This design comes from an exercise in tuning for small area, a short achievable clock period and few clock cycles on the open sky130 flow, not from production work.
Only simulation tests tie the RTL to the original design; equivalence was not proved.
Power and IR drop assume default switching activity.

## design/flow/design.v

```verilog
module rsdec (
    input  wire        clk,
    input  wire        rst,
    input  wire        in_valid,
    input  wire [7:0]  in_data,
    input  wire        in_last,
    output wire        in_ready,
    output wire        res_valid,
    input  wire        res_ready,
    output wire        res_fail,
    output wire [3:0]  res_nerr,
    output wire [79:0] res_pos,
    output wire [79:0] res_val
);
    localparam NSYM = 20;
    localparam T    = 10;
    function [7:0] gf_mul(input [7:0] a, input [7:0] b);
        integer k;
        reg [7:0] p, aa;
        begin
            p  = 8'h00;
            aa = a;
            for (k = 0; k < 8; k = k + 1) begin
                if (b[k]) p = p ^ aa;
                aa = aa[7] ? ((aa << 1) ^ 8'h1D) : (aa << 1);
            end
            gf_mul = p;
        end
    endfunction
    function [7:0] gf_pow(input integer e);
        integer k;
        reg [7:0] p;
        begin
            p = 8'h01;
            for (k = 0; k < e; k = k + 1)
                p = p[7] ? ((p << 1) ^ 8'h1D) : (p << 1);
            gf_pow = p;
        end
    endfunction
    function [3:0] m16(input [3:0] a, input [3:0] b);
        reg [6:0] p;
        integer i;
        begin
            p = 7'd0;
            for (i = 0; i < 4; i = i + 1) if (b[i]) p = p ^ ({3'd0, a} << i);
            for (i = 6; i > 3; i = i - 1) if (p[i]) p = p ^ (7'h13 << (i - 4));
            m16 = p[3:0];
        end
    endfunction
    function [3:0] i16(input [3:0] a);
        integer k;
        begin
            i16 = 4'd0;
            for (k = 1; k < 16; k = k + 1) if (m16(a, k) == 4'd1) i16 = k;
        end
    endfunction
    function [11:0] inv_a(input [7:0] x);
        reg [7:0] t;
        begin
            t[0] = x[0] ^ x[1] ^ x[2] ^ x[3] ^ x[4] ^ x[6] ^ x[7];
            t[1] = x[2] ^ x[3] ^ x[6] ^ x[7];
            t[2] = x[2] ^ x[4] ^ x[6];
            t[3] = x[3] ^ x[4] ^ x[5] ^ x[6];
            t[4] = x[4] ^ x[7];
            t[5] = x[1] ^ x[3] ^ x[4];
            t[6] = x[2] ^ x[5] ^ x[6];
            t[7] = x[5];
            inv_a = {t, m16(t[3:0], t[3:0]) ^ m16(t[3:0], t[7:4]) ^
                        m16(4'd8, m16(t[7:4], t[7:4]))};
        end
    endfunction
    function [7:0] inv_b(input [11:0] h);
        reg [7:0] u;
        reg [3:0] di;
        begin
            di = i16(h[3:0]);
            u  = {m16(h[11:8], di), m16(h[7:4] ^ h[11:8], di)};
            inv_b[0] = u[0] ^ u[2] ^ u[4] ^ u[5];
            inv_b[1] = u[1] ^ u[4] ^ u[5] ^ u[6] ^ u[7];
            inv_b[2] = u[1] ^ u[3] ^ u[4] ^ u[7];
            inv_b[3] = u[1] ^ u[2] ^ u[4];
            inv_b[4] = u[2] ^ u[6] ^ u[7];
            inv_b[5] = u[7];
            inv_b[6] = u[1] ^ u[3] ^ u[4] ^ u[6];
            inv_b[7] = u[2] ^ u[4] ^ u[6] ^ u[7];
        end
    endfunction
    integer k, j;
    reg        rdy;               
    reg        iv, il;            
    reg  [7:0] id;
    reg        a_first;           
    reg        a_full;            
    reg  [7:0] nb;                
    reg  [7:0] S [0:NSYM-1];      
    wire in_fire = in_valid & rdy;
    assign in_ready = rdy;
    reg st_idle;                  
    reg st_disc;                  
    reg st_upd;                   
    reg st_omega;                 
    reg st_waitc;                 
    reg st_chien;                 
    reg st_fin1, st_fin2;         
    reg  [T:1] m_lam;             
    reg        m_bb;              
    reg        m_ring;            
    reg        m_one;             
    reg  [4:0] r;                 
    reg  [4:0] L;
    reg  [7:0] lam [1:T];         
    reg  [7:0] bb  [0:T-1];       
    reg  [7:0] d;                 
    reg  [7:0] f1;                
    reg  [7:0] binv;              
    reg [11:0] ih;                
    reg        chg;               
    reg        chg1;              
    reg  [7:0] c;                 
    reg  [3:0] found;
    reg        lastr;             
    reg        root1, root2;
    reg        succ;
    reg        rv, rf;
    reg  [3:0] rn;
    reg  [7:0] rpos [0:T-1];
    reg  [7:0] rval [0:T-1];
    assign res_valid = rv;
    assign res_fail  = rf;
    assign res_nerr  = rn;
    genvar gi;
    generate
        for (gi = 0; gi < T; gi = gi + 1) begin : g_res
            assign res_pos[8*gi +: 8] = rpos[gi];
            assign res_val[8*gi +: 8] = rval[gi];
        end
    endgenerate
    wire [7:0] q  = gf_mul(d, binv);
    wire [7:0] qc = m_one ? 8'h01 : q;
    reg  [7:0] mo [1:T];
    reg  [7:0] dsum;
    always @* begin
        dsum = st_chien ? 8'h00 : S[0];
        for (j = 1; j <= T; j = j + 1) begin
            mo[j] = gf_mul((m_lam[j] ? lam[j] : 8'h00) | (m_bb ? bb[j-1] : 8'h00),
                           m_ring ? S[NSYM - j] : qc);
            dsum = dsum ^ mo[j];
        end
    end
    reg [7:0] lsum, osum;
    always @* begin
        lsum = 8'h00;
        osum = 8'h00;
        for (j = 1; j <= T; j = j + 1) begin
            lsum = lsum ^ lam[j];
            if (j % 2 == 1) osum = osum ^ lam[j];
        end
    end
    wire       is_root = (lsum == 8'h01);
    wire [3:0] found_n = found + {3'd0, is_root};
    wire       c_stop  = (is_root & lastr) | (c == 8'd1);
    wire go_bm   = st_idle & a_full;
    wire r_last  = (r == NSYM - 1);
    wire o_last  = (r == T - 1);
    wire c_ok    = !rv;
    wire c_dir   = (c < NSYM) || (L > T) || (L == 5'd0);
    wire c_start = st_waitc & c_ok & ~c_dir;
    wire c_skip  = st_waitc & c_ok & c_dir;
    wire ns_disc  = st_upd & ~r_last;
    wire ns_upd   = go_bm | st_disc;
    wire ns_omega = (st_upd & r_last) | (st_omega & ~o_last);
    wire ns_waitc = (st_omega & o_last) | (st_waitc & ~c_ok);
    wire ns_chien = c_start | (st_chien & ~c_stop);
    wire ns_fin1  = st_chien & c_stop;
    wire ns_fin2  = st_fin1;
    wire ns_idle  = (st_idle & ~a_full) | c_skip | st_fin2;
    always @(posedge clk) begin
        iv <= in_fire & ~rst;
        id <= in_data;
        il <= in_last;
        if (rst)
            rdy <= 1'b1;
        else if (in_fire & in_last)
            rdy <= 1'b0;
        else if (st_omega & o_last)
            rdy <= 1'b1;
        if (rst) begin
            a_first <= 1'b1;
            a_full  <= 1'b0;
        end else begin
            if (iv) begin
                a_first <= il;
                if (il) a_full <= 1'b1;
            end
            if (st_omega & o_last) a_full <= 1'b0;
        end
        if (iv) begin
            for (k = 0; k < NSYM; k = k + 1)
                S[k] <= (a_first ? 8'h00 : gf_mul(S[k], gf_pow(k))) ^ id;
            nb <= a_first ? 8'd1 : nb + 8'd1;
        end else if (st_upd | st_omega) begin
            for (k = 0; k < NSYM; k = k + 1) S[k] <= S[(k + 1) % NSYM];
        end
        if (rst) begin
            st_idle  <= 1'b1;
            st_disc  <= 1'b0;
            st_upd   <= 1'b0;
            st_omega <= 1'b0;
            st_waitc <= 1'b0;
            st_chien <= 1'b0;
            st_fin1  <= 1'b0;
            st_fin2  <= 1'b0;
            m_lam    <= {T{1'b0}};
            m_bb     <= 1'b0;
            m_ring   <= 1'b0;
            m_one    <= 1'b0;
        end else begin
            st_idle  <= ns_idle;
            st_disc  <= ns_disc;
            st_upd   <= ns_upd;
            st_omega <= ns_omega;
            st_waitc <= ns_waitc;
            st_chien <= ns_chien;
            st_fin1  <= ns_fin1;
            st_fin2  <= ns_fin2;
            if (ns_disc)
                m_lam <= {T{1'b1}};
            else if (st_omega)
                m_lam <= {m_lam[T-1:1], 1'b1};
            else
                m_lam <= {T{1'b0}};
            m_bb   <= ns_upd | ns_chien;
            m_ring <= ns_disc | ns_omega;
            m_one  <= ns_chien;
        end
        f1 <= dsum;
        d  <= (st_chien | st_fin1) ? f1 : dsum;
        chg  <= (dsum != 8'h00) && (st_idle || ({L, 1'b0} <= {1'b0, r}));
        chg1 <= st_upd & chg;
        ih   <= inv_a(st_chien ? osum : d);
        if (st_idle)
            binv <= 8'h01;
        else if (chg1 | st_chien | st_fin1)
            binv <= inv_b(ih);
        for (k = 1; k <= T; k = k + 1) begin
            if (st_idle)
                lam[k] <= 8'h00;
            else if (st_upd)
                lam[k] <= lam[k] ^ mo[k];
            else if (st_chien)
                lam[k] <= gf_mul(lam[k], gf_pow(255 - k));
        end
        for (k = 0; k < T; k = k + 1) begin
            if (st_idle)
                bb[k] <= (k == 0) ? 8'h01 : 8'h00;
            else if (st_upd & chg)
                bb[k] <= (k == 0) ? 8'h01 : lam[k];
            else if (st_upd | st_omega)
                bb[k] <= (k == 0) ? (st_omega ? dsum : 8'h00) : bb[k-1];
            else if (st_chien)
                bb[k] <= gf_mul(bb[k], gf_pow((255 - (T - 1 - k)) % 255));
        end
        if (st_idle) begin
            L <= 5'd0;
            r <= 5'd0;
        end else if (st_upd) begin
            if (chg) L <= r + 5'd1 - L;
            r <= r_last ? 5'd0 : r + 5'd1;
        end else if (st_omega) begin
            r <= r + 5'd1;
        end
        if (go_bm)
            c <= nb;
        else if (st_chien | st_fin1)
            c <= c - 8'd1;
        if (st_waitc) begin
            found <= 4'd0;
            lastr <= (L == 5'd1);
        end else if (st_chien) begin
            found <= found_n;
            lastr <= ({1'b0, found_n} + 5'd1 == L);
        end
        root1 <= st_chien & is_root;
        root2 <= root1;
        if (st_chien) succ <= (found_n == L[3:0]);
        if ((st_waitc & c_ok) | (st_fin2 & ~succ)) begin
            for (k = 0; k < T; k = k + 1) begin
                rpos[k] <= 8'h00;
                rval[k] <= 8'h00;
            end
        end else if (root2) begin
            rpos[0] <= c + 8'd1;
            rval[0] <= q;
            for (k = 1; k < T; k = k + 1) begin
                rpos[k] <= rpos[k-1];
                rval[k] <= rval[k-1];
            end
        end
        if (rst) begin
            rv <= 1'b0;
        end else if (c_skip) begin
            rv <= 1'b1;
            rf <= (L != 5'd0) || (c < NSYM);
            rn <= 4'd0;
        end else if (st_fin2) begin
            rv <= 1'b1;
            rf <= ~succ;
            rn <= succ ? L[3:0] : 4'd0;
        end else if (res_ready) begin
            rv <= 1'b0;
        end
    end
endmodule
```

## design/flow/run.sh

```bash
#!/bin/bash
# synth_recipe.tcl (not shown) runs the flow's synth.tcl, then flattens the netlist and writes it again
# the make line also repeats each setting of config.mk as NAME=value (left out here)
make -C /OpenROAD-flow-scripts/flow DESIGN_CONFIG=/design/flow/config.mk WORK_HOME=/design/flow/orfs CLKGATE_MAP_FILE= SYNTH_SCRIPT=/design/flow/synth_recipe.tcl finish
```

## design/flow/config.mk

```make
export PLATFORM = sky130hd
export DESIGN_NAME = rsdec
export DESIGN_NICKNAME = rsdec
export VERILOG_FILES = /design/flow/design.v
export SDC_FILE = /design/flow/constraint.sdc
export NUM_CORES = 4
export LEC_CHECK = 0
export CAP_MARGIN = 20
export CORE_MARGIN = 2
export CORE_UTILIZATION = 30
export PLACE_DENSITY = 0.45
export SLEW_MARGIN = 20
```

## design/flow/constraint.sdc

```tcl
create_clock -name core_clock -period 18.0 [get_ports {clk}]
set_input_delay 3.6000 -clock core_clock [delete_from_list [all_inputs] [get_ports {clk}]]
set_output_delay 3.6000 -clock core_clock [all_outputs]
set_load 0.01 [all_outputs]
```

==> reports/metrics.yaml, run 1 <==
cts_setup_buffers: 0
wl_per_cell_um: 22.9
cts_root_buffer: "clkbuf_16"
yosysWarnings: 7
syn_inst: 6422
criticalPathCategory: "reg2reg"
fill_cells: 17857
worst_pin_slew_ns: 1.20
cp.required_ns: 18.56
postCtsHoldBufs: 0
drtAntennaViolNets: 0
clk_latency_ns: 0.71
crit_arrival_ns: 7.24
powerDensity_nw_per_um2: 134
slowest_stage: "dfxtp_1"
port_buffers: 179
rsz0062_at_grt: "false"
htreeDepth: 3
cts_tree: "done"
dr.pass1.iters: 6
synth_most_common_cell: "xnor2_1"
grt_max_degree: 146
post-place-cells: 8363
syn2layout_area_growth_pct: 11.5
cpMostUsedCell: "xnor2_1"
synthTopCellsByArea: "xnor2_1 20%, dfxtp_1 16%, edfxtp_1 11%, nor2_1 7.9%, xor2_1 7.0%"
synthDistinctLibCells: 95
vias: 44616
power.total_uw: 7600
crit_chain: "xor3_1 > nand2_1 > xnor2_1 > xor2_1 > buf_4 > o21ai_0 > nand2_1 > xor2_1 > xnor2_1 > xnor3_1 > xnor2_1 > xor2_1 > xnor2_1 > xnor3_1 > nor4_1 > a31oi_1"
synth_nets: 6462
crit_path_start_kind: "flip-flop"
syn-cell-area_sq_um: 50800
core_area_sq_um: 169000
start_util: 0.301
track_usage: 0.218
nets: 6264
drv_slew: 0
finalSetupTns_ns: 0
synth-main-ff-cell: "dfxtp_1"
cts_resized: 0
grt_overflow: 0
grt.met1_usage: 0.287
dpl.hpwl_mm: 141
dpl_cell_area_sq_um: 54200
leakagePower_uw: 0.0191
dieWidth_um: 416
drt_iter0_markers: 4045
cp_max_fo: 14
grt_pass1_vias: 42339
drt-total-wl_mm: 194
status: "timing/DRC/antenna clean"
endpoint_kind: "flip-flop"
slew-limit-headroom: 0.194
setup_violations: 0
r2r_slack_ns: 11.32
ios: 180
yosysTopAreaCell: "xnor2_1"
synth-edff-count: 183
grt_antenna_before_repair: 6
ir_drop_v: 0.000362
grt_util_met2: 0.353
clk_pin_slew_ns: 0.06
die_area_sq_um: 173000
grt_busiest_layer: "met2"
drc: 0
design_area_sq_um: 56700
layout-drive-gt1-share: 0.0543
finClkSkew_ns: 0.0545
slowest_delay_ns: 1.00
postSynthAreaPerCell_sq_um: 7.92
ys_seq_elements: 591
fmax_mhz: 150
die_y_um: 416
viasPerCell: 5.25
hold_violations: 0
cts_max_path_buffers: 3
yosysSeqAreaShare: 0.269
stdcell_count: 8504
synth_top_area_share: 0.197
clock-sinks: 591
std_cell_rows: 151
async_flop_share: 0
synth_common_cells: "1144 x xnor2_1, 1074 x nor2_1, 543 x nand2_1"
cts_made_buffers: 77
fin_crit_ns: 6.68
min_path_type: "reg2reg"
drv_cap: 0
grt_pass1_wl_mm: 288
met3_usage: 0.0346
place.gp.congestion: 0.936
fin_crit_sh: 0.371
stage by stage:
stage	worst slack, ns	hold WS [ns]	util
detailed placement	11.46	0.325	0.321
CTS	11.43	0.334	0.336
global placement	11.45	0.314	0.321
floorplan	12.82	0.310	-
finish	11.32	0.330	0.336
global route	11.06	0.335	0.336
state kept, by name, summed over array words and instances, names as in the netlist, 5 cells and up:
name / count
f1: 8
L: 5
m_lam: 10
id: 8
lam: 80
rpos: 80
S: 160
c: 8
bb: 80
ih: 12
d: 8
nb: 8
binv: 8
rval: 80
r: 5
critical path, delay by kind of cell, from the launching register on:
family / cells / cell delay (ns)
AO/OA/AOI/OAI: 2 / 0.95
XOR/XNOR: 10 / 3.67
buffers and inverters: 1 / 0.24
flip-flops: 1 / 1.00
AND/OR/NAND/NOR: 3 / 0.64
layout by cell type, fill, tap and decap left out, types with 26 or more instances in the layout:
cell type | synthesis | layout
a221o_1 | 29 | 29
xnor3_1 | 59 | 59
a311oi_1 | 32 | 32
nor3_1 | 92 | 91
and3_1 | 45 | 45
a31oi_1 | 35 | 35
nand3_1 | 59 | 59
a211oi_1 | 45 | 45
mux2i_1 | 195 | 193
a21oi_1 | 523 | 523
clkdlybuf4s50_1 | 0 | 179
a32oi_1 | 33 | 33
o22ai_1 | 63 | 62
a22oi_1 | 113 | 113
o32ai_1 | 28 | 28
ha_1 | 26 | 26
nor2_1 | 1074 | 1069
xor2_1 | 405 | 405
o21ai_0 | 172 | 172
clkbuf_16 | 0 | 78
edfxtp_1 | 183 | 183
dfxtp_1 | 408 | 393
buf_4 | 7 | 117
nor2b_1 | 67 | 67
and2_1 | 44 | 44
a22o_1 | 28 | 28
inv_1 | 82 | 81
xnor2_1 | 1144 | 1140
nand2_1 | 543 | 540
cell type report:
type | instances | area (sq um) | area share
clock buffer | 108 | 2140 | 0.0378
antenna | 1 | 2.50 | 0.0000441
multi-input combinational | 5171 | 34700 | 0.612
inverter | 86 | 323 | 0.00569
tap | 2218 | 2780 | 0.0489
clock inverter | 32 | 365 | 0.00644
timing repair buffer | 297 | 2690 | 0.0474
sequential | 591 | 13700 | 0.242
power by group:
group / leakage, uW / internal, uW / switching [uW]
clock network: 0.00122 / 909 / 670
registers: 0.00507 / 1520 / 201
logic: 0.0129 / 1760 / 2540
total: 0.0191 / 4190 / 3410
worst paths after layout:
kind / from / endpoint / depth (start not counted)
hold reg to reg: root1 / root2 / 0
hold / removal: root1 / root2 / 0
setup / recovery: d[6] / chg / 16
setup reg to reg: d[6] / chg / 16
metal layers:
metal	share of wire	vias to the layer above
met5	0.00024	-
met3	0.058	313
met1	0.45	21514
li1	-	21269
met2	0.45	1514
met4	0.042	6
logic make-up after synthesis:
group | share of synthesized area
xor+xnor | 0.301
compound gates | 0.163
mux | 0.0430
flops | 0.269
fa+ha+maj | 0.00699
simple gates | 0.166
buf+inv | 0.0513
Testbench counts, summed over its fixed seeds: cycles 38,641.
==> inputs of run 2 (changes only) <==
==> design/flow/flow/run.sh (new file) <==
#!/bin/bash
set -e
export SETUP_SLACK_MARGIN=13.2
bash standard.sh > standard_flow.log 2>&1
==> design/flow/standard.sh (new file) <==
#!/bin/bash
# synth_recipe.tcl (not shown) runs the flow's synth.tcl, then flattens the netlist and writes it again
# the make line also repeats each setting of config.mk as NAME=value (left out here)
make -C /OpenROAD-flow-scripts/flow DESIGN_CONFIG=/design/flow/config.mk WORK_HOME=/design/flow/orfs CLKGATE_MAP_FILE= SYNTH_SCRIPT=/design/flow/synth_recipe.tcl "${@:-finish}"
removed: design/flow/run.sh
==> reports/metrics.yaml, run 2 <==
dpl.hpwl_mm: 142  # +1.3%
ir_drop_v: 0.000308  # -15%
grt_antenna_before_repair: 2  # -4
ys_seq_elements: 591  # unchanged
syn2layout_area_growth_pct: 22.0
synth_top_area_share: 0.197  # unchanged
status: "timing/DRC/antenna clean"
vias: 46410  # +4.0%
min_path_type: "reg2reg"
yosysTopAreaCell: "xnor2_1"
cp_max_fo: 29  # +15
cts_tree: "done"
viasPerCell: 5.28  # +0.67%
hold_violations: 0  # unchanged
fin_crit_ns: 4.92  # -1.76 ns
clock-sinks: 591  # unchanged
yosysWarnings: 7  # unchanged
wl_per_cell_um: 23.4  # +2.4%
drt_iter0_markers: 4095  # +1.2%
synthDistinctLibCells: 95  # unchanged
synthTopCellsByArea: "xnor2_1 20%, dfxtp_1 16%, edfxtp_1 11%, nor2_1 7.9%, xor2_1 7.0%"
synth_most_common_cell: "xnor2_1"
async_flop_share: 0  # unchanged
drv_cap: 0  # unchanged
syn-cell-area_sq_um: 50800  # unchanged
dieWidth_um: 416  # unchanged
crit_arrival_ns: 5.53  # -1.71 ns
criticalPathCategory: "reg2reg"
die_area_sq_um: 173000  # unchanged
fill_cells: 17485  # -2.1%
cts_root_buffer: "clkbuf_16"
place_ws_ns: 11.51  # +0.0497 ns
r2r_slack_ns: 13.08  # +1.76 ns
slowest_delay_ns: 0.54  # -0.46 ns
core_area_sq_um: 169000  # unchanged
synth_nets: 6462  # unchanged
fin_crit_sh: 0.274  # -0.0978
largest_reg_flops: 160  # unchanged
crit_chain: "buf_4 > xnor2_2 > xnor2_2 > a21oi_1 > or3_1 > a211o_1 > buf_12 > and3_4 > nor2_1 > xnor3_2 > xnor2_4 > xor2_4 > xnor2_2 > xnor2_2 > xnor3_2 > buf_6 > mux2_4"
drt-total-wl_mm: 206  # +5.8%
clk_pin_slew_ns: 0.06  # about the same
post-place-cells: 8348  # -0.18%
finClkSkew_ns: 0.0409  # -0.0137 ns
synth_common_cells: "1144 x xnor2_1, 1074 x nor2_1, 543 x nand2_1"
grt_max_degree: 112  # -23%
postCtsHoldBufs: 0  # unchanged
track_usage: 0.228  # +0.00997
place.gp.congestion: 0.950  # +1.5%
yosysSeqAreaShare: 0.269  # unchanged
drc: 0  # unchanged
powerDensity_nw_per_um2: 139  # +3.4%
dr.pass1.iters: 6  # unchanged
postSynthAreaPerCell_sq_um: 7.92  # unchanged
fmax_mhz: 203  # +36%
drv_slew: 0  # unchanged
drtAntennaViolNets: 0  # unchanged
synth-main-ff-cell: "dfxtp_1"
clk_latency_ns: 0.72  # about the same
layout_commonest_cell: "nor2_1"
endpoint_kind: "flip-flop"
slowest_stage: "xnor3_2"
grt_overflow: 0  # unchanged
die_y_um: 416  # unchanged
grt_pass1_wl_mm: 300  # +4.1%
synth-edff-count: 183  # unchanged
crit_path_start_kind: "flip-flop"
std_cell_rows: 151  # unchanged
cts_made_buffers: 77  # unchanged
setup_violations: 0  # unchanged
fin_ws_ns: 13.08  # +1.76 ns
cpMostUsedCell: "xnor2_2"
grt_pass1_vias: 43553  # +2.9%
port_buffers: 179  # unchanged
cts_max_path_buffers: 3  # unchanged
final_cell_mix: "1062 x nor2_1, 1029 x xnor2_1, 532 x nand2_1, 514 x a21oi_1, 372 x xor2_1"
nets: 6546  # +4.5%
stdcell_count: 8787  # +3.3%
leakagePower_uw: 0.0219  # +15%
worst_pin_slew_ns: 1.11  # -0.0861 ns
start_util: 0.301  # unchanged
slew-limit-headroom: 0.257  # +0.0631
finalSetupTns_ns: 0  # unchanged
ios: 180  # unchanged
layout-drive-gt1-share: 0.194  # +0.140
cp.required_ns: 18.60  # +0.04 ns
syn_inst: 6422  # unchanged
rsz0062_at_grt: "true"
power.total_uw: 8600  # +13%
htreeDepth: 3  # unchanged
regMostFlops: "S"
run 2: cell counts after synthesis:
No cell type changed its count.
run 2: cells by family after synthesis:
group | synth area share
flip-flops | 0.269
multiplexers | 0.0430
XOR/XNOR | 0.301
AO/OA/AOI/OAI | 0.163
adder cells (fa/ha/maj) | 0.00699
buffers and inverters | 0.0513
AND/OR/NAND/NOR | 0.166
run 2: final cells by class:
type,instances,area [sq um],area share
clock buffer,104,2160,0.0348
inverter,86,327,0.00527
sequential,591,14000,0.226
clock inverter,37,378,0.00609
timing repair buffer,578,5380,0.0868
antenna,1,2.50,0.0000404
tap,2218,2780,0.0448
multi-input combinational,5172,37000,0.596
run 2: critical path, delay by kind of cell, from the launching register on:
kind            cells  cell delay [ns]
simple gates        3             0.79
compound gates      2             0.44
buf+inv             3             0.51
flops               1             0.38
xor+xnor            8             2.34
mux                 1             0.29
run 2: path summary, 6_finish.rpt:
check | cells after the start | endpoint | startpoint
setup / recovery | 17 | d[3] | d[4]
setup reg to reg | 17 | d[3] | d[4]
hold / removal | 0 | root2 | root1
hold reg to reg | 0 | root2 | root1
run 2: power by group:
group | switching [uW] | internal [uW] | leakage, uW | total, uW
Sequential | 193 | 1540 | 0.00508 | 1730
Clock | 689 | 895 | 0.00125 | 1580
Combinational | 2930 | 2360 | 0.0156 | 5280
run 2: metal layers:
| metal | GRT usage | up-vias | wire length [um] |
|---|---|---|---|
| met5 | 0 | - | 41 |
| met4 | 0.0987 | 2 | 9380 |
| met3 | 0.0317 | 356 | 12700 |
| met2 | 0.360 | 1677 | 92400 |
| met1 | 0.309 | 22544 | 91200 |
| li1 | - | 21831 | - |
run 2: repair_timing:
item	in CTS	in global routing
gates resized for setup	1378	165
setup endpoints to repair	278	65
pin swaps	121	91
buffers inserted	204	84
cloned	4	4
run 2: metrics by stage:
step	util	area (sq um)	hold WS [ns]
6_report	0.367	62000	0.358
5_1_grt	0.367	62000	0.358
4_1_cts	0.357	60300	0.354
3_5_place_dp	0.320	54100	0.344
3_3_place_gp	0.320	54000	0.350
2_1_floorplan	-	50800	0.310
==> inputs of run 3 (changes only) <==
--- a/design/flow/design.v
+++ b/design/flow/design.v
@@ -100,2 +100,3 @@
     reg st_upd;                   
+    reg st_scale;                 
     reg st_omega;                 
@@ -108,2 +109,5 @@
     reg        m_one;             
+    reg        m_step;            
+    reg        m_binv;            
+    reg        m_s0;              
     reg  [4:0] r;                 
@@ -113,3 +117,3 @@
     reg  [7:0] d;                 
-    reg  [7:0] f1;                
+    reg  [7:0] f1, f2;            
     reg  [7:0] binv;              
@@ -137,4 +141,3 @@
     endgenerate
-    wire [7:0] q  = gf_mul(d, binv);
-    wire [7:0] qc = m_one ? 8'h01 : q;
+    wire [7:0] q = gf_mul(d, binv);
     reg  [7:0] mo [1:T];
@@ -142,6 +145,9 @@
     always @* begin
-        dsum = st_chien ? 8'h00 : S[0];
+        dsum = m_s0 ? S[0] : 8'h00;
         for (j = 1; j <= T; j = j + 1) begin
             mo[j] = gf_mul((m_lam[j] ? lam[j] : 8'h00) | (m_bb ? bb[j-1] : 8'h00),
-                           m_ring ? S[NSYM - j] : qc);
+                           m_ring ? S[NSYM - j] :
+                           m_step ? gf_pow((255 - (T - j)) % 255) :
+                           m_one  ? 8'h01 :
+                           m_binv ? binv : d);
             dsum = dsum ^ mo[j];
@@ -169,3 +175,4 @@
     wire ns_disc  = st_upd & ~r_last;
-    wire ns_upd   = go_bm | st_disc;
+    wire ns_scale = st_disc & chg1;
+    wire ns_upd   = go_bm | (st_disc & ~chg1) | st_scale;
     wire ns_omega = (st_upd & r_last) | (st_omega & ~o_last);
@@ -207,2 +214,3 @@
             st_upd   <= 1'b0;
+            st_scale <= 1'b0;
             st_omega <= 1'b0;
@@ -216,2 +224,5 @@
             m_one    <= 1'b0;
+            m_step   <= 1'b0;
+            m_binv   <= 1'b0;
+            m_s0     <= 1'b1;
         end else begin
@@ -220,2 +231,3 @@
             st_upd   <= ns_upd;
+            st_scale <= ns_scale;
             st_omega <= ns_omega;
@@ -227,3 +239,3 @@
                 m_lam <= {T{1'b1}};
-            else if (st_omega)
+            else if (st_omega & ~o_last)
                 m_lam <= {m_lam[T-1:1], 1'b1};
@@ -231,9 +243,15 @@
                 m_lam <= {T{1'b0}};
-            m_bb   <= ns_upd | ns_chien;
+            m_bb   <= ns_upd | ns_scale | ns_chien | ns_waitc;
+            m_binv <= ns_scale;
             m_ring <= ns_disc | ns_omega;
-            m_one  <= ns_chien;
+            m_one  <= ns_waitc;
+            m_step <= ns_chien;
+            m_s0   <= ns_idle | ns_disc | ns_omega;
         end
         f1 <= dsum;
-        d  <= (st_chien | st_fin1) ? f1 : dsum;
-        chg  <= (dsum != 8'h00) && (st_idle || ({L, 1'b0} <= {1'b0, r}));
+        f2 <= f1;
+        if (!st_scale) begin
+            d   <= (st_chien | st_fin1) ? f2 : dsum;
+            chg <= (dsum != 8'h00) && (st_idle || ({L, 1'b0} <= {1'b0, r}));
+        end
         chg1 <= st_upd & chg;
@@ -259,4 +277,4 @@
                 bb[k] <= (k == 0) ? (st_omega ? dsum : 8'h00) : bb[k-1];
-            else if (st_chien)
-                bb[k] <= gf_mul(bb[k], gf_pow((255 - (T - 1 - k)) % 255));
+            else if (st_chien | st_scale)
+                bb[k] <= mo[k+1];
         end
==> reports/metrics.yaml, run 3 <==
status: "timing/DRC/antenna clean"
dpl.hpwl_mm: 141  # -0.99%
dpl_cell_area_sq_um: 54400  # +0.69%
worst_pin_slew_ns: 1.19  # +0.0764 ns
postSynthAreaPerCell_sq_um: 7.95  # +0.42%
ios: 180  # unchanged
setup_violations: 0  # unchanged
synth_most_common_cell: "xnor2_1"
r2r_slack_ns: 13.23  # +0.15 ns
endpoint_kind: "output port"
final_cell_mix: "1040 x xnor2_1, 879 x nor2_1, 750 x nand2_1, 555 x a21oi_1, 369 x xor2_1"
grt_pass1_wl_mm: 299  # -0.14%
powerDensity_nw_per_um2: 125  # -10%
design_area_sq_um: 60000  # -3.2%
synthDistinctLibCells: 95  # unchanged
slowest_delay_ns: 0.43  # -0.11 ns
nets: 6523  # -0.35%
cts_made_buffers: 78  # +1.3%
hold_violations: 0  # unchanged
clk_latency_ns: 0.72  # about the same
grt_overflow: 0  # unchanged
drt_iter0_markers: 4178  # +2.0%
fmax_mhz: 205  # +0.91%
die_y_um: 417  # +0.32%
layout_commonest_cell: "xnor2_1"
finalSetupTns_ns: 0  # unchanged
leakagePower_uw: 0.0205  # -6.6%
yosysSeqAreaShare: 0.273  # +0.00396
grt_pass1_vias: 43781  # +0.52%
yosysWarnings: 7  # unchanged
crit_chain: "buf_6"
clk_pin_slew_ns: 0.06  # about the same
synth-edff-count: 192  # +4.9%
dieWidth_um: 417  # +0.32%
core_area_sq_um: 169000  # +0.34%
grt_max_degree: 102  # -8.9%
cts_tree: "done"
post-route-util: 0.354  # -0.0129
slew-limit-headroom: 0.203  # -0.0539
register_area_sq_um: 14300  # +1.8%
crit_arrival_ns: 1.28  # -4.25 ns
antennaDiodeCount: 0  # -1
crit_path_start_kind: "flip-flop"
regMostFlops: "S"
start_util: 0.302  # +0.000920
min_path_type: "reg2reg"
path_buf_inv: 1  # -2
largest_reg_flops: 160  # unchanged
fin_crit_ns: 4.88  # -0.0445 ns
die_area_sq_um: 174000  # +0.64%
track_usage: 0.225  # -0.00261
cp.required_ns: 14.40  # -4.20 ns
ys_seq_elements: 601  # +1.7%
syn-cell-area_sq_um: 51200  # +0.64%
yosysTopAreaCell: "xnor2_1"
cts_max_path_buffers: 3  # unchanged
slowest_stage: "edfxtp_1"
synth_common_cells: "1083 x xnor2_1, 885 x nor2_1, 751 x nand2_1"
cts_root_buffer: "clkbuf_16"
cp_max_fo: 1  # -97%
drtAntennaViolNets: 0  # unchanged
viasPerCell: 5.25  # -0.59%
fill_cells: 17634  # +0.85%
layout-drive-gt1-share: 0.155  # -0.0397
rsz0062_at_grt: "true"
async_flop_share: 0  # unchanged
drc: 0  # unchanged
drv_cap: 0  # unchanged
place.gp.congestion: 0.933  # -1.8%
ir_drop_v: 0.000399  # +30%
drv_slew: 0  # unchanged
synth_top_area_share: 0.185  # -0.0117
wl_per_cell_um: 23.1  # -1.3%
finClkSkew_ns: 0.0350  # -0.00586 ns
fin_crit_sh: 0.271  # -0.00247
multi_input_area_sq_um: 35800  # -3.2%
port_buffers: 179  # unchanged
dr.pass1.iters: 5  # -1
syn_inst: 6436  # +0.22%
htreeDepth: 3  # unchanged
synthTopCellsByArea: "xnor2_1 19%, dfxtp_1 16%, edfxtp_1 11%, xor2_1 6.5%, nor2_1 6.5%"
drt-total-wl_mm: 203  # -1.5%
synth-main-ff-cell: "dfxtp_1"
synth_nets: 6476  # +0.22%
critPathTopFamily: "flip-flops"
grt_antenna_before_repair: 2  # unchanged
vias: 46029  # -0.82%
clock-sinks: 601  # +1.7%
criticalPathCategory: "reg2out"
syn2layout_area_growth_pct: 17.3
std_cell_rows: 151  # unchanged
run 3: changes by cell type in the layout (fill, tap and decap cells not counted), sizes merged, moves of 38 or more:
cell,previous run,this run
o211ai,22,93
buf,562,444
nor2b,67,125
nand2,543,751
nor2,1074,887
a21oi,524,563
nand3,59,117
nand2b,12,50
xnor2,1149,1099
run 3: layer usage:
metal,global-route usage,routed length (um),part of all wire,vias to the layer above
met5,0,0,0,-
met4,0.0914,9140,0.045,0
met3,0.0318,12900,0.064,327
met2,0.354,90200,0.45,1654
met1,0.308,90400,0.45,22294
li1,-,-,-,21754
run 3: area by class of cell:
type                            count  area share
Sequential cell                   601       0.238
Timing Repair Buffer              458      0.0702
Clock buffer                      102      0.0363
Inverter                           81     0.00523
Multi-Input combinational cell   5263       0.596
Clock inverter                     44     0.00834
Tap cell                         2218      0.0462
run 3: final timing paths:
check                start     endpoint  cells after the start
setup reg to reg  st_scale         d[2]                     14
hold reg to reg      f1[1]        f2[1]                      0
hold / removal       f1[1]        f2[1]                      0
setup / recovery     rn[1]  res_nerr[1]                      1
run 3: report_power, final:
group / total, uW / switching (uW) / internal (uW)
Combinational: 4070 / 2350 / 1720
Clock: 1680 / 723 / 954
Sequential: 1740 / 182 / 1550
Total: 7480 / 3250 / 4230
run 3: repair_timing:
item,in CTS,in global routing
hold buffers,0,0
gates cloned,2,1
setup buffers,161,34
resized for setup,1121,84
endpoints found under the setup margin,209,62
pin swaps,9,15
run 3: logic make-up (layout without fill, tap and decap cells):
group           count (synthesis)  in the layout  share of synthesized area
simple gates                 2124           2125                      0.177
xor+xnor                     1548           1548                      0.285
compound gates               1323           1323                      0.165
flops                         601            601                      0.273
buf+inv                       573            685                     0.0454
mux                           240            240                     0.0476
fa+ha+maj                      27             27                    0.00675
run 3: stage by stage:
step | power (uW) | instances | setup slack (ns) | hold slack (ns)
final | 7480 | 8767 | 13.12 | 0.323
after floorplan | 4460 | 6436 | 13.43 | 0.310
after CTS | 7370 | 8731 | 13.05 | 0.325
after detailed placement | 5520 | 8422 | 11.96 | 0.312
after global placement | 5520 | 8422 | 12.03 | 0.310
after global routing | 7900 | 8767 | 13.06 | 0.331
Testbench counts of run 3, summed over its fixed seeds: cycles 39,417.
==> inputs of run 4 (changes only) <==
==> design/flow/flow/run.sh (replaced) <==
#!/bin/bash
set -e
export SETUP_SLACK_MARGIN=12.8
bash standard.sh > standard_flow.log 2>&1
--- a/design/flow/config.mk
+++ b/design/flow/config.mk
@@ -9,4 +9,4 @@
 export CORE_MARGIN = 2
-export CORE_UTILIZATION = 30
-export PLACE_DENSITY = 0.45
+export CORE_UTILIZATION = 50
+export PLACE_DENSITY = 0.65
 export SLEW_MARGIN = 20
==> reports/metrics.yaml, run 4 <==
status: "timing/DRC/antenna clean"
crit_arrival_ns: 1.56  # +0.28 ns
syn-cell-area_sq_um: 51200  # unchanged
grt_overflow: 0  # unchanged
place.gp.congestion: 1.00  # +7.2%
layout-drive-gt1-share: 0.0599  # -0.0948
synth_common_cells: "1083 x xnor2_1, 885 x nor2_1, 751 x nand2_1"
grt_max_degree: 107  # +4.9%
fill_cells: 9512  # -46%
leakagePower_uw: 0.0191  # -6.8%
layout_commonest_cell: "xnor2_1"
yosysSeqAreaShare: 0.273  # unchanged
ios: 180  # unchanged
final_cell_mix: "1072 x xnor2_1, 882 x nor2_1, 750 x nand2_1, 556 x a21oi_1, 393 x dfxtp_1"
clock-sinks: 601  # unchanged
endpoint_kind: "output port"
crit_chain: "clkdlybuf4s50_1"
drt-total-wl_mm: 173  # -14%
cts_max_path_buffers: 3  # unchanged
wl_per_cell_um: 22.5  # -2.8%
synthDistinctLibCells: 95  # unchanged
ff2ff_path_depth: 14  # unchanged
core_area_sq_um: 102000  # -40%
critPathTopFamily: "buffers and inverters"
htreeDepth: 3  # unchanged
fin_crit_ns: 5.16  # +0.279 ns
drv_cap: 0  # unchanged
hold_depth: 0  # unchanged
criticalPathCategory: "reg2out"
grt_pass1_vias: 41969  # -4.1%
async_flop_share: 0  # unchanged
track_usage: 0.320  # +0.0947
std_cell_rows: 117  # -23%
regMostFlops: "S"
vias: 45565  # -1.0%
port_buffers: 179  # unchanged
min_path_type: "reg2reg"
drv_slew: 0  # unchanged
yosysWarnings: 7  # unchanged
cts_tree: "done"
yosysTopAreaCell: "xnor2_1"
die_area_sq_um: 105000  # -40%
cts_root_buffer: "clkbuf_16"
worst_pin_slew_ns: 1.17  # -0.0210 ns
hold_end: "root2"
slowest_stage: "clkdlybuf4s50_1"
ir_drop_v: 0.000492  # +23%
finClkSkew_ns: 0.0228  # -0.0122 ns
slowest_delay_ns: 0.57  # +0.14 ns
die_y_um: 324  # -22%
grt_antenna_before_repair: 2  # unchanged
syn2layout_area_growth_pct: 9.87
nets: 6328  # -3.0%
viasPerCell: 5.91  # +13%
start_util: 0.504  # +0.202
synth-edff-count: 192  # unchanged
timing.rr.start: "lam[9][0]"
r2r_slack_ns: 12.85  # -0.38 ns
setup_violations: 0  # unchanged
synth_top_area_share: 0.185  # unchanged
hold_violations: 0  # unchanged
drtAntennaViolNets: 0  # unchanged
finalSetupTns_ns: 0  # unchanged
rsz0062_at_grt: "false"
synth-main-ff-cell: "dfxtp_1"
postSynthAreaPerCell_sq_um: 7.95  # unchanged
powerDensity_nw_per_um2: 124  # -0.28%
synthTopCellsByArea: "xnor2_1 19%, dfxtp_1 16%, edfxtp_1 11%, xor2_1 6.5%, nor2_1 6.5%"
dieWidth_um: 324  # -22%
drt_iter0_markers: 5395  # +29%
crit_path_start_kind: "flip-flop"
post-place-cells: 7565  # -10%
fin_crit_sh: 0.287  # +0.0155
slew-limit-headroom: 0.215  # +0.0117
clk_pin_slew_ns: 0.05  # about the same
fmax_mhz: 194  # -5.4%
grt_pass1_wl_mm: 260  # -13%
path_buf_inv: 1  # unchanged
largest_reg_flops: 160  # unchanged
r2r-end: "lastr"
syn_inst: 6436  # unchanged
dr.pass1.iters: 6  # +1
clk_latency_ns: 0.65  # -0.07 ns
hp-start: "root1"
cp_max_fo: 3  # +2
stdcell_count: 7714  # -12%
cp.required_ns: 14.40  # about the same
ys_seq_elements: 601  # unchanged
drc: 0  # unchanged
cts_made_buffers: 74  # -5.1%
synth_nets: 6476  # unchanged
dpl.hpwl_mm: 123  # -13%
synth_most_common_cell: "xnor2_1"
postCtsHoldBufs: 0  # unchanged
## run 4: cell count changes in the layout (fill, tap and decap cells not counted), sizes merged, moves of 7 or more
cell	before	now
dlymetal6s2s	0	31
clkdlybuf4s50	12	121
buf	444	89
dlygate4sd2	0	27
clkinv	31	24
clkbuf	103	94
## run 4: per-stage QoR
stage	area (sq um)	power, uW	hold slack [ns]	setup WS (ns)	util
floorplan	51200	4460	0.310	13.43	-
global placement	53300	5340	0.311	12.24	0.525
detailed placement	53300	5360	0.312	12.22	0.525
CTS	55800	6930	0.325	12.80	0.549
global route	56200	7360	0.327	12.71	0.553
finish	56200	6990	0.324	12.84	0.553
## run 4: where the power goes
group          switching, uW  total [uW]  internal [uW]
clock                    636        1540            907
sequential               184        1730           1550
combinational           2190        3710           1520
## run 4: final cells by class
| class | instances | area [sq um] | area share |
|---|---|---|---|
| clock inverters | 39 | 400 | 0.00712 |
| diodes | 1 | 2.50 | 0.0000445 |
| repair buffers | 268 | 2590 | 0.0460 |
| flip-flops and latches | 601 | 14000 | 0.249 |
| clock buffers | 94 | 2050 | 0.0365 |
| inverters | 81 | 304 | 0.00541 |
| multi-input cells | 5262 | 35200 | 0.626 |
| well taps | 1368 | 1710 | 0.0304 |
## run 4: cell families after synthesis
family / count (synthesis) / synth area share
AOI/OAI and AO/OA: 1323 / 0.165
buffers and inverters: 573 / 0.0454
adders and majority gates: 27 / 0.00675
DFF: 601 / 0.273
xor gates and xnor gates: 1548 / 0.285
muxes: 240 / 0.0476
and+or+nand+nor: 2124 / 0.177
## run 4: worst max path at each step
stage,startpoint,to,slack (ns),cells past startpoint
6_report,rpos[2][7],res_pos[23],12.84,1
4_1_cts,rpos[8][3],res_pos[67],12.80,1
3_3_place_gp,m_bb,chg,12.24,15
5_1_grt,ih[2],binv[2],12.71,15
3_5_place_dp,m_bb,chg,12.22,15
2_1_floorplan,rst,rf,13.43,3
## run 4: repair_timing
item                       CTS  global route
pin swaps                    1             6
buffers inserted             2            12
setup endpoints to repair   53            55
hold endpoints to repair     0             0
gates resized for setup     51            70
## run 4: metal layers
| metal | share of wire | GRT usage | vias to the layer above | wire length, um |
|---|---|---|---|---|
| li1 | - | - | 21387 | - |
| met1 | 0.42 | 0.434 | 21554 | 72600 |
| met2 | 0.44 | 0.488 | 2251 | 75500 |
| met3 | 0.092 | 0.0554 | 371 | 15900 |
| met4 | 0.053 | 0.162 | 2 | 9260 |
| met5 | 0.00011 | 0 | - | 19 |
==> inputs of run 5 (changes only) <==
--- a/design/flow/design.v
+++ b/design/flow/design.v
@@ -94,3 +94,7 @@
     reg  [7:0] nb;                
+    reg  [7:0] SA [0:NSYM-1];     
+    reg        b_full;            
+    reg  [7:0] nB;                
     reg  [7:0] S [0:NSYM-1];      
+    wire handoff = a_full & ~b_full;
     wire in_fire = in_valid & rdy;
@@ -167,3 +171,3 @@
     wire       c_stop  = (is_root & lastr) | (c == 8'd1);
-    wire go_bm   = st_idle & a_full;
+    wire go_bm   = st_idle & b_full;
     wire r_last  = (r == NSYM - 1);
@@ -182,3 +186,3 @@
     wire ns_fin2  = st_fin1;
-    wire ns_idle  = (st_idle & ~a_full) | c_skip | st_fin2;
+    wire ns_idle  = (st_idle & ~b_full) | c_skip | st_fin2;
     always @(posedge clk) begin
@@ -189,5 +193,5 @@
             rdy <= 1'b1;
-        else if (in_fire & in_last)
+        else if (in_fire & in_last & (a_full | b_full | (iv & il)))
             rdy <= 1'b0;
-        else if (st_omega & o_last)
+        else if (handoff & ~(iv & il))
             rdy <= 1'b1;
@@ -196,8 +200,13 @@
             a_full  <= 1'b0;
+            b_full  <= 1'b0;
         end else begin
-            if (iv) begin
-                a_first <= il;
-                if (il) a_full <= 1'b1;
-            end
-            if (st_omega & o_last) a_full <= 1'b0;
+            if (iv) a_first <= il;
+            if (iv & il)
+                a_full <= 1'b1;
+            else if (handoff)
+                a_full <= 1'b0;
+            if (handoff)
+                b_full <= 1'b1;
+            else if (st_omega & o_last)
+                b_full <= 1'b0;
         end
@@ -205,4 +214,8 @@
             for (k = 0; k < NSYM; k = k + 1)
-                S[k] <= (a_first ? 8'h00 : gf_mul(S[k], gf_pow(k))) ^ id;
+                SA[k] <= (a_first ? 8'h00 : gf_mul(SA[k], gf_pow(k))) ^ id;
             nb <= a_first ? 8'd1 : nb + 8'd1;
+        end
+        if (handoff) begin
+            for (k = 0; k < NSYM; k = k + 1) S[k] <= SA[k];
+            nB <= nb;
         end else if (st_upd | st_omega) begin
@@ -290,3 +303,3 @@
         if (go_bm)
-            c <= nb;
+            c <= nB;
         else if (st_chien | st_fin1)
==> design/flow/flow/run.sh (replaced) <==
#!/bin/bash
set -e
export SETUP_SLACK_MARGIN=13.2
bash standard.sh > standard_flow.log 2>&1
--- a/design/flow/config.mk
+++ b/design/flow/config.mk
@@ -9,4 +9,4 @@
 export CORE_MARGIN = 2
-export CORE_UTILIZATION = 50
-export PLACE_DENSITY = 0.65
+export CORE_UTILIZATION = 30
+export PLACE_DENSITY = 0.45
 export SLEW_MARGIN = 20
==> reports/metrics.yaml, run 5 <==
worst_pin_slew_ns: 1.11  # -0.0559 ns
synth_most_common_cell: "nand2_1"
synth_common_cells: "1251 x nand2_1, 1021 x xnor2_1, 699 x nor2_1"
place_ws_ns: 12.08  # -0.136 ns
fin_crit_ns: 4.83  # -0.327 ns
hold_ws_ns: 0.325  # +0.000546 ns
finClkSkew_ns: 0.0662  # +0.0433 ns
hold_violations: 0  # unchanged
synth-main-ff-cell: "dfxtp_1"
clock-sinks: 770  # +28%
slew-limit-headroom: 0.257  # +0.0425
postSynthAreaPerCell_sq_um: 8.47  # +6.6%
drtAntennaViolNets: 0  # unchanged
clk_pin_slew_ns: 0.06  # about the same
grt_pass1_vias: 44968  # +7.1%
drv_slew: 0  # unchanged
drt-total-wl_mm: 206  # +19%
crit_chain: "buf_2"
status: "timing/DRC/antenna clean"
die_y_um: 436  # +35%
ys_seq_elements: 770  # +28%
grt_max_degree: 113  # +5.6%
r2r-end: "bb[0][4]"
fill_cells: 19254  # +100%
ios: 180  # unchanged
syn2layout_area_growth_pct: 17.9
htreeDepth: 3  # unchanged
powerDensity_nw_per_um2: 117  # -6.2%
slowest_stage: "edfxtp_1"
vias: 47172  # +3.5%
start_util: 0.302  # -0.202
synthTopCellsByArea: "edfxtp_1 19%, xnor2_1 16%, dfxtp_1 15%, nand2_1 8.4%, xor2_1 7.4%"
dieWidth_um: 436  # +35%
yosysSeqAreaShare: 0.340  # +0.0669
synth-edff-count: 360  # +88%
cts_made_buffers: 96  # +30%
r2r_slack_ns: 13.28  # +0.43 ns
core_area_sq_um: 185000  # +83%
postCtsHoldBufs: 0  # unchanged
leakagePower_uw: 0.0232  # +21%
syn_inst: 6609  # +2.7%
cts_max_path_buffers: 3  # unchanged
syn-cell-area_sq_um: 56000  # +9.4%
dr.pass1.iters: 6  # unchanged
crit_arrival_ns: 1.23  # -0.33 ns
hold_depth: 0  # unchanged
final_cell_mix: "1248 x nand2_1, 992 x xnor2_1, 693 x nor2_1, 467 x xor2_1, 360 x edfxtp_1"
port_buffers: 179  # unchanged
synthDistinctLibCells: 96  # +1.1%
ff2ff_path_depth: 14  # unchanged
fin_crit_sh: 0.268  # -0.0182
crit_path_start_kind: "flip-flop"
multi_input_area_sq_um: 35600  # +1.1%
critPathTopFamily: "flip-flops"
cts_tree: "done"
ir_drop_v: 0.000373  # -24%
std_cell_rows: 158  # +35%
hold_end: "root2"
path_buf_inv: 1  # unchanged
clk_latency_ns: 0.75  # +0.10 ns
grt_antenna_before_repair: 3  # +1
post-place-cells: 8895  # +18%
setup_violations: 0  # unchanged
nets: 6768  # +7.0%
timing.rr.start: "m_bb"
yosysWarnings: 8  # +1
viasPerCell: 5.08  # -14%
layout_commonest_cell: "nand2_1"
cp.required_ns: 14.40  # about the same
layout-drive-gt1-share: 0.153  # +0.0935
grt_overflow: 0  # unchanged
stdcell_count: 9294  # +20%
wl_per_cell_um: 22.1  # -1.4%
fmax_mhz: 207  # +6.8%
hp-start: "root1"
grt_pass1_wl_mm: 304  # +17%
place.gp.congestion: 0.907  # -9.4%
slowest_delay_ns: 0.39  # -0.18 ns
criticalPathCategory: "reg2out"
endpoint_kind: "output port"
yosysTopAreaCell: "edfxtp_1"
drc: 0  # unchanged
drt_iter0_markers: 3972  # -26%
track_usage: 0.208  # -0.112
top_regs: "SA (160), S (160)"
drv_cap: 0  # unchanged
cp_max_fo: 1  # -2
die_area_sq_um: 190000  # +81%
synth_top_area_share: 0.193  # +0.00767
rsz0062_at_grt: "true"
finalSetupTns_ns: 0  # unchanged
fin_ws_ns: 13.17  # +0.327 ns
synth_nets: 6649  # +2.7%
min_path_type: "reg2reg"
async_flop_share: 0  # unchanged
cts_root_buffer: "clkbuf_16"
register_area_sq_um: 19300  # +38%
dpl.hpwl_mm: 143  # +16%
[run 5: cell types whose count changed in the layout (fill, tap and decap cells not counted), moves of 80 or more]
cell	before	now
a21oi_1	556	308
buf_4	81	278
buf_6	0	162
clkdlybuf4s50_1	121	11
dfxtp_1	393	212
dfxtp_2	10	177
edfxtp_1	192	360
nand2_1	750	1248
nor2_1	882	693
xnor2_1	1072	992
xor2_1	379	467
[run 5: area by class of cell]
cell class | instances | share of cell area
repair buffers | 474 | 0.0663
well taps | 2480 | 0.0470
clock buffers | 122 | 0.0397
diodes | 3 | 0.000114
multi-input cells | 5302 | 0.538
flip-flops and latches | 770 | 0.293
inverters | 84 | 0.00502
clock inverters | 59 | 0.0109
[run 5: worst register-to-register path, cell delays in order, from the launching register on]
cell and delay [ns]:
dfxtp_4 0.40, buf_16 0.19, buf_16 0.22, a22oi_1 0.48, xnor2_1 0.33, xor2_4 0.35
mux2_2 0.38, o22ai_1 0.20, xnor3_2 0.49, xor2_1 0.29, xnor2_2 0.18, xnor3_1 0.28
xnor3_1 0.43, nand2b_1 0.17, a311oi_1 0.27
[run 5: worst max-delay path by stage]
| stage | from | to | slack, ns | depth (start not counted) |
|---|---|---|---|---|
| 2_1_floorplan | rst | rf | 13.41 | 3 |
| 3_3_place_gp | m_bb | bb[0][4] | 12.11 | 15 |
| 3_5_place_dp | m_bb | bb[0][4] | 12.08 | 15 |
| 4_1_cts | rpos[1][7] | res_pos[15] | 13.11 | 1 |
| 5_1_grt | rn[0] | res_nerr[0] | 13.10 | 1 |
| 6_report | rn[3] | res_nerr[3] | 13.17 | 1 |
[run 5: cell families after synthesis]
| kind of cell | share of synthesized area |
|---|---|
| compound gates | 0.129 |
| xor+xnor | 0.265 |
| fa+ha+maj | 0.00617 |
| buf+inv | 0.0402 |
| flops | 0.340 |
| mux | 0.0404 |
| simple gates | 0.180 |
[run 5: metrics by stage]
step / instance area [sq um] / util / power [uW]
after floorplan: 56000 / - / 4590
after global placement: 59700 / 0.322 / 5440
after detailed placement: 59700 / 0.322 / 5470
after CTS: 65100 / 0.351 / 7700
after global routing: 66000 / 0.356 / 8140
final: 66000 / 0.356 / 7700
[run 5: per-layer routing]
metal	routed length, um	up-vias	global-route usage
met5	0	-	0
met4	7410	0	0.0704
met3	12700	292	0.0301
met2	91700	1575	0.323
met1	94000	22928	0.293
li1	-	22377	-
[run 5: power by group]
part	switching [uW]	leakage (uW)	internal [uW]
clock	863	0.00162	1200
combinational	2020	0.0149	1480
sequential	146	0.00671	1990
[run 5: what timing repair did]
action | CTS | global route
pin swaps | 8 | 16
setup endpoints to repair | 201 | 183
gates resized for setup | 1146 | 74
cloned | 0 | 3
setup buffers | 150 | 62
Testbench counts of run 5, summed over its fixed seeds: cycles 33,120.
==> inputs of run 6 (changes only) <==
--- a/design/flow/design.v
+++ b/design/flow/design.v
@@ -171,3 +171,4 @@
     wire       c_stop  = (is_root & lastr) | (c == 8'd1);
-    wire go_bm   = st_idle & b_full;
+    wire st_init = st_idle | st_fin2;
+    wire go_bm   = st_init & b_full;
     wire r_last  = (r == NSYM - 1);
@@ -186,3 +187,3 @@
     wire ns_fin2  = st_fin1;
-    wire ns_idle  = (st_idle & ~b_full) | c_skip | st_fin2;
+    wire ns_idle  = (st_init & ~b_full) | c_skip;
     always @(posedge clk) begin
@@ -261,3 +262,3 @@
             m_step <= ns_chien;
-            m_s0   <= ns_idle | ns_disc | ns_omega;
+            m_s0   <= ns_idle | ns_fin2 | ns_disc | ns_omega;
         end
@@ -267,3 +268,3 @@
             d   <= (st_chien | st_fin1) ? f2 : dsum;
-            chg <= (dsum != 8'h00) && (st_idle || ({L, 1'b0} <= {1'b0, r}));
+            chg <= (dsum != 8'h00) && (st_init || ({L, 1'b0} <= {1'b0, r}));
         end
@@ -271,3 +272,3 @@
         ih   <= inv_a(st_chien ? osum : d);
-        if (st_idle)
+        if (st_init)
             binv <= 8'h01;
@@ -276,3 +277,3 @@
         for (k = 1; k <= T; k = k + 1) begin
-            if (st_idle)
+            if (st_init)
                 lam[k] <= 8'h00;
@@ -284,3 +285,3 @@
         for (k = 0; k < T; k = k + 1) begin
-            if (st_idle)
+            if (st_init)
                 bb[k] <= (k == 0) ? 8'h01 : 8'h00;
@@ -293,3 +294,3 @@
         end
-        if (st_idle) begin
+        if (st_init) begin
             L <= 5'd0;
--- a/design/flow/config.mk
+++ b/design/flow/config.mk
@@ -9,4 +9,4 @@
 export CORE_MARGIN = 2
-export CORE_UTILIZATION = 30
-export PLACE_DENSITY = 0.45
+export CORE_UTILIZATION = 50
+export PLACE_DENSITY = 0.65
 export SLEW_MARGIN = 20
==> reports/metrics.yaml, run 6 <==
ys_seq_elements: 770  # unchanged
multi_input_area_sq_um: 35800  # +0.57%
hold_ws_ns: 0.325  # -0.0000280 ns
timing.rr.start: "binv[5]"
clock-sinks: 770  # unchanged
synth-main-ff-cell: "dfxtp_1"
final_cell_mix: "1215 x nand2_1, 923 x xnor2_1, 714 x nor2_1, 465 x xor2_1, 360 x edfxtp_1"
yosysWarnings: 8  # unchanged
cts_tree: "done"
cp.required_ns: 14.40  # about the same
synth-adder-area-share: 0.00614  # -0.0000226
syn-cell-area_sq_um: 56200  # +0.37%
yosysTopAreaCell: "edfxtp_1"
start_util: 0.502  # +0.200
place.gp.congestion: 0.997  # +10%
clk_pin_slew_ns: 0.06  # about the same
slowest_delay_ns: 0.49  # +0.10 ns
ios: 180  # unchanged
fill_cells: 10234  # -47%
synth-edff-count: 360  # unchanged
synthTopCellsByArea: "edfxtp_1 19%, xnor2_1 15%, dfxtp_1 15%, nand2_1 8.2%, xor2_1 7.4%"
crit_path_start_kind: "flip-flop"
synthDistinctLibCells: 92  # -4.2%
hp-start: "root1"
postCtsHoldBufs: 0  # unchanged
rsz0062_at_grt: "true"
worst_pin_slew_ns: 1.11  # +0.000734 ns
fin_crit_sh: 0.275  # +0.00650
hold_depth: 0  # unchanged
leakagePower_uw: 0.0227  # -2.1%
register_area_sq_um: 19300  # -0.27%
crit_arrival_ns: 1.35  # +0.12 ns
dpl.hpwl_mm: 132  # -7.3%
dr.pass1.iters: 8  # +2
cts_made_buffers: 89  # -7.3%
synth_nets: 6602  # -0.71%
grt_max_degree: 109  # -3.5%
r2r_slack_ns: 13.23  # -0.05 ns
syn_inst: 6562  # -0.71%
drtAntennaViolNets: 0  # unchanged
synth_common_cells: "1221 x nand2_1, 958 x xnor2_1, 718 x nor2_1"
synth_top_family_by_area: "XOR/XNOR gates"
fmax_mhz: 202  # -2.4%
layout_commonest_cell: "nand2_1"
wl_per_cell_um: 23.2  # +4.6%
cts_max_path_buffers: 3  # unchanged
core_area_sq_um: 112000  # -40%
die_area_sq_um: 115000  # -39%
criticalPathCategory: "reg2out"
finalSetupTns_ns: 0  # unchanged
syn2layout_area_growth_pct: 11.9
synth_most_common_cell: "nand2_1"
postSynthAreaPerCell_sq_um: 8.57  # +1.1%
dieWidth_um: 339  # -22%
top_regs: "SA (160), S (160)"
viasPerCell: 5.84  # +15%
grt_overflow: 0  # unchanged
critical_path_depth: 1  # unchanged
grt_pass1_vias: 44321  # -1.4%
synth_top_area_share: 0.192  # -0.000709
ir_drop_v: 0.000313  # -16%
vias: 47504  # +0.70%
r2r-end: "chg"
cp_max_fo: 1  # unchanged
drv_cap: 0  # unchanged
hold_end: "root2"
htreeDepth: 3  # unchanged
drv_slew: 0  # unchanged
hold_violations: 0  # unchanged
die_y_um: 339  # -22%
track_usage: 0.314  # +0.106
path_buf_inv: 1  # unchanged
clk_latency_ns: 0.69  # -0.06 ns
endpoint_kind: "output port"
drt_iter0_markers: 5387  # +36%
grt_antenna_before_repair: 10  # +7
status: "timing/DRC/antenna clean"
synth-xor-area-share: 0.265  # about the same
nets: 6601  # -2.5%
synth_compound_area_frac: 0.132  # +0.00382
powerDensity_nw_per_um2: 122  # +4.6%
synth_mux_area_frac: 0.0394  # -0.00104
std_cell_rows: 123  # -22%
cts_root_buffer: "clkbuf_16"
drt-total-wl_mm: 189  # -8.4%
yosysSeqAreaShare: 0.338  # -0.00125
async_flop_share: 0  # unchanged
yosys.area_share.simple: 0.180  # -0.000327
fin_crit_ns: 4.95  # +0.117 ns
min_path_type: "reg2reg"
crit_chain: "buf_2"
finClkSkew_ns: 0.0497  # -0.0165 ns
grt_pass1_wl_mm: 281  # -7.5%
slew-limit-headroom: 0.249  # -0.00834
drc: 0  # unchanged
ff2ff_path_depth: 13  # -1
setup_violations: 0  # unchanged
layout-drive-gt1-share: 0.137  # -0.0167
slowest_stage: "edfxtp_1"
port_buffers: 179  # unchanged
critPathTopFamily: "flip-flops"
## run 6: area by class of cell
type | count | area share
Clock inverter | 34 | 0.00728
Antenna cell | 3 | 0.000119
Timing Repair Buffer | 349 | 0.0413
Multi-Input combinational cell | 5272 | 0.569
Clock buffer | 132 | 0.0415
Sequential cell | 770 | 0.306
Tap cell | 1500 | 0.0298
Inverter | 79 | 0.00485
## run 6: worst max path at each step
stage / start / end / slack (ns)
2_1_floorplan: rst / m_s0 / 13.35
5_1_grt: rn[1] / res_nerr[1] / 13.01
3_3_place_gp: st_scale / chg / 12.17
6_report: rn[0] / res_nerr[0] / 13.05
3_5_place_dp: st_scale / chg / 12.07
4_1_cts: rn[0] / res_nerr[0] / 12.99
## run 6: what timing repair did
action                                  4_1_cts  5_1_grt
gates cloned                                  0        3
pin swaps                                     5       11
endpoints found under the setup margin      209       36
hold endpoints to repair                      0        0
gates resized for setup                     928       95
setup buffers                                37       57
## run 6: worst register-to-register path: cells and delay by family (launching register included)
kind             cells  cell delay (ns)
AO/OA/AOI/OAI        3             0.97
XOR/XNOR             7             2.23
flip-flops           1             0.62
multiplexers         1             0.31
AND/OR/NAND/NOR      2             0.37
## run 6: per-stage QoR
step / instance area (sq um) / cells / utilization / total power (uW) / setup WS [ns]
finish: 62900 / 8139 / 0.561 / 7670 / 13.05
global route: 62900 / 8136 / 0.561 / 8050 / 13.01
CTS: 61900 / 8076 / 0.553 / 7570 / 12.99
detailed placement: 58600 / 7873 / 0.523 / 5610 / 12.07
global placement: 58600 / 7873 / 0.523 / 5600 / 12.17
floorplan: 56200 / 6562 / - / 4780 / 13.35
## run 6: layer usage
metal,track usage,wire [um]
met2,0.486,83700
met3,0.0589,17300
met1,0.421,77400
met5,0,160
met4,0.155,9940
## run 6: cells by family (layout without fill, tap and decap cells)
logic type / Yosys count / in the layout
simple gates: 2403 / 2404
xor+xnor: 1541 / 1541
compound gates: 1084 / 1084
flops: 770 / 770
buf+inv: 521 / 594
mux: 216 / 216
fa+ha+maj: 27 / 27
other cells: 0 / 3
## run 6: report_power, final
part	internal, uW	switching (uW)	total, uW
registers	1990	139	2130
clock network	1110	782	1890
logic	1540	2100	3640
total	4650	3020	7670
Testbench counts of run 6, summed over its fixed seeds: cycles 33,038.
==> inputs of run 7 (changes only) <==
--- a/design/flow/config.mk
+++ b/design/flow/config.mk
@@ -9,4 +9,4 @@
 export CORE_MARGIN = 2
-export CORE_UTILIZATION = 50
-export PLACE_DENSITY = 0.65
+export CORE_UTILIZATION = 30
+export PLACE_DENSITY = 0.45
 export SLEW_MARGIN = 20
==> reports/metrics.yaml, run 7 <==
track_usage: 0.212  # -0.102
syn2layout_area_growth_pct: 17.8
p_int_uw: 4800  # +3.2%
clk_pin_slew_ns: 0.06  # about the same
hold_ws_ns: 0.326  # +0.00131 ns
power.total_uw: 7970  # +3.9%
async_flop_share: 0  # unchanged
slowest_delay_ns: 0.37  # -0.12 ns
finClkSkew_ns: 0.0470  # -0.00271 ns
top_regs: "SA (160), S (160)"
cts_tree: "done"
ios: 180  # unchanged
syn_inst: 6562  # unchanged
antennaDiodeCount: 0  # -3
design_area_sq_um: 66200  # +5.3%
setup_violations: 0  # unchanged
path_buf_inv: 1  # unchanged
cp_max_fo: 1  # unchanged
dr.pass1.iters: 6  # -2
crit_chain: "buf_2"
rsz0062_at_grt: "true"
dpl_cell_area_sq_um: 59900  # +2.2%
p_clk_frac: 0.254  # +0.007
crit_end: "res_fail"
cp-startpoint: "rf"
clk_latency_ns: 0.75  # +0.06 ns
drv_slew: 0  # unchanged
drtAntennaViolNets: 0  # unchanged
synth_top_area_share: 0.192  # unchanged
power_frac_seq: 0.269  # -0.009
sw_frac_of_total: 0.398  # +0.00395
critical_path_depth: 1  # unchanged
layout_commonest_cell: "nand2_1"
die_y_um: 437  # +29%
crit_arrival_ns: 1.25  # -0.10 ns
ff2ff_path_depth: 16  # +3
std_cell_rows: 158  # +28%
nets: 6728  # +1.9%
leakagePower_uw: 0.0237  # +4.3%
drt-total-wl_mm: 211  # +12%
synth_most_common_cell: "nand2_1"
syn-cell-area_sq_um: 56200  # unchanged
yosysSeqAreaShare: 0.338  # unchanged
drt_iter0_markers: 4190  # -22%
critPathTopFamily: "flip-flops"
cts_max_path_buffers: 3  # unchanged
clock-sinks: 770  # unchanged
worst_pin_slew_ns: 1.15  # +0.0315 ns
synth_nets: 6602  # unchanged
cp.required_ns: 14.40  # about the same
cts_made_buffers: 92  # +3.4%
slew-limit-headroom: 0.236  # -0.0132
grt_pass1_vias: 44962  # +1.4%
drc: 0  # unchanged
synth-main-ff-cell: "dfxtp_1"
slowest_stage: "edfxtp_1"
powerDensity_nw_per_um2: 120  # -1.3%
grt_max_degree: 137  # +26%
synth_common_cells: "1221 x nand2_1, 958 x xnor2_1, 718 x nor2_1"
grt_overflow: 0  # unchanged
r2r-end: "bb[0][2]"
register_area_sq_um: 19300  # +0.23%
postSynthAreaPerCell_sq_um: 8.57  # unchanged
layout-drive-gt1-share: 0.159  # +0.0218
crit_path_start_kind: "flip-flop"
drv_cap: 0  # unchanged
timing.rr.start: "m_ring"
finalSetupTns_ns: 0  # unchanged
fill_cells: 19303  # +89%
place.gp.congestion: 0.933  # -6.4%
yosysWarnings: 8  # unchanged
port_buffers: 179  # unchanged
ir_drop_v: 0.000353  # +13%
grt_pass1_wl_mm: 308  # +9.8%
synthTopCellsByArea: "edfxtp_1 19%, xnor2_1 15%, dfxtp_1 15%, nand2_1 8.2%, xor2_1 7.4%"
dieWidth_um: 437  # +29%
multi_input_area_sq_um: 35900  # +0.40%
combPwrFrac: 0.477  # +0.002
viasPerCell: 5.10  # -13%
final_cell_mix: "1214 x nand2_1, 923 x xnor2_1, 714 x nor2_1, 460 x xor2_1, 360 x edfxtp_1"
r2r_slack_ns: 13.27  # +0.04 ns
power.switching_uw: 3170  # +5.0%
ys_seq_elements: 770  # unchanged
postCtsHoldBufs: 0  # unchanged
cts_root_buffer: "clkbuf_16"
endpoint_kind: "output port"
fin_crit_ns: 4.85  # -0.0962 ns
synth-edff-count: 360  # unchanged
min_path_type: "reg2reg"
dpl.hpwl_mm: 145  # +9.9%
hold_depth: 0  # unchanged
start_util: 0.302  # -0.199
die_area_sq_um: 191000  # +66%
wl_per_cell_um: 22.8  # -1.4%
fmax_mhz: 206  # +2.0%
hold_violations: 0  # unchanged
criticalPathCategory: "reg2out"
fin_crit_sh: 0.270  # -0.00534
core_area_sq_um: 186000  # +66%
grt_antenna_before_repair: 3  # -7
synthDistinctLibCells: 92  # unchanged
htreeDepth: 3  # unchanged
yosysTopAreaCell: "edfxtp_1"
status: "timing/DRC/antenna clean"
vias: 47104  # -0.84%
run 7: cell types whose count changed in the layout (fill, tap and decap cells not counted), moves of 6 or more:
cell       change
dfxtp_1       -28
o22ai_2        -7
buf_6        +135
clkinv_1       +9
buf_4        +113
dfxtp_2       +24
bufinv_16      +6
clkbuf_8      -15
o22ai_4        +7
buf_2        -126
clkbuf_16      +6
run 7: final cells by class:
cell class / instances / area share
multi-input cells: 5271 / 0.542
repair buffers: 474 / 0.0665
inverters: 79 / 0.00476
well taps: 2480 / 0.0469
clock inverters: 52 / 0.0103
flip-flops and latches: 770 / 0.292
clock buffers: 117 / 0.0379
run 7: routing by layer:
metal | share of wire | vias up | GRT usage
met2 | 0.46 | 1568 | 0.340
met4 | 0.038 | 0 | 0.0768
met3 | 0.056 | 330 | 0.0278
li1 | - | 22236 | -
met1 | 0.45 | 22970 | 0.291
met5 | 0 | - | 0
run 7: cells by family after synthesis:
logic type | share of synthesized area
mux | 0.0394
xor+xnor | 0.265
compound gates | 0.132
simple gates | 0.180
buf+inv | 0.0392
flops | 0.338
fa+ha+maj | 0.00614
run 7: worst min-delay path by stage:
stage | from | end
after detailed placement | f1[1] | f2[1]
after global placement | f1[0] | f2[0]
after CTS | root1 | root2
after global routing | f1[0] | f2[0]
final | f1[3] | f2[3]
after floorplan | f1[0] | f2[0]
run 7: power groups by stage:
stage | combinational, uW | sequential, uW | clock [uW]
2_1_floorplan | 2670 | 2110 | 0
3_3_place_gp | 3550 | 2190 | 0
3_5_place_dp | 3550 | 2190 | 0
4_1_cts | 3730 | 2150 | 2060
5_1_grt | 4070 | 2160 | 2130
6_report | 3800 | 2140 | 2020
run 7: repair_timing:
item / 4_1_cts / 5_1_grt
cloned: 0 / 3
resized for setup: 1118 / 102
setup endpoints to repair: 202 / 191
buffers inserted: 169 / 46
pin swaps: 5 / 14
run 7: metrics by stage:
step / setup WS (ns) / cells / utilization
finish: 13.15 / 9243 / 0.356
CTS: 13.08 / 9193 / 0.351
floorplan: 13.35 / 6562 / -
detailed placement: 12.20 / 8855 / 0.323
global route: 13.08 / 9243 / 0.356
global placement: 11.77 / 8855 / 0.322

Re-timed with assumed drivers on the ports (clkbuf_16 on the clock, buf_2 on other inputs), run 7 has 13.062 ns of setup slack against 13.148 ns with ideal ports, and 12.798 ns once port delays also move by the mid clock arrival of 0.814 ns.
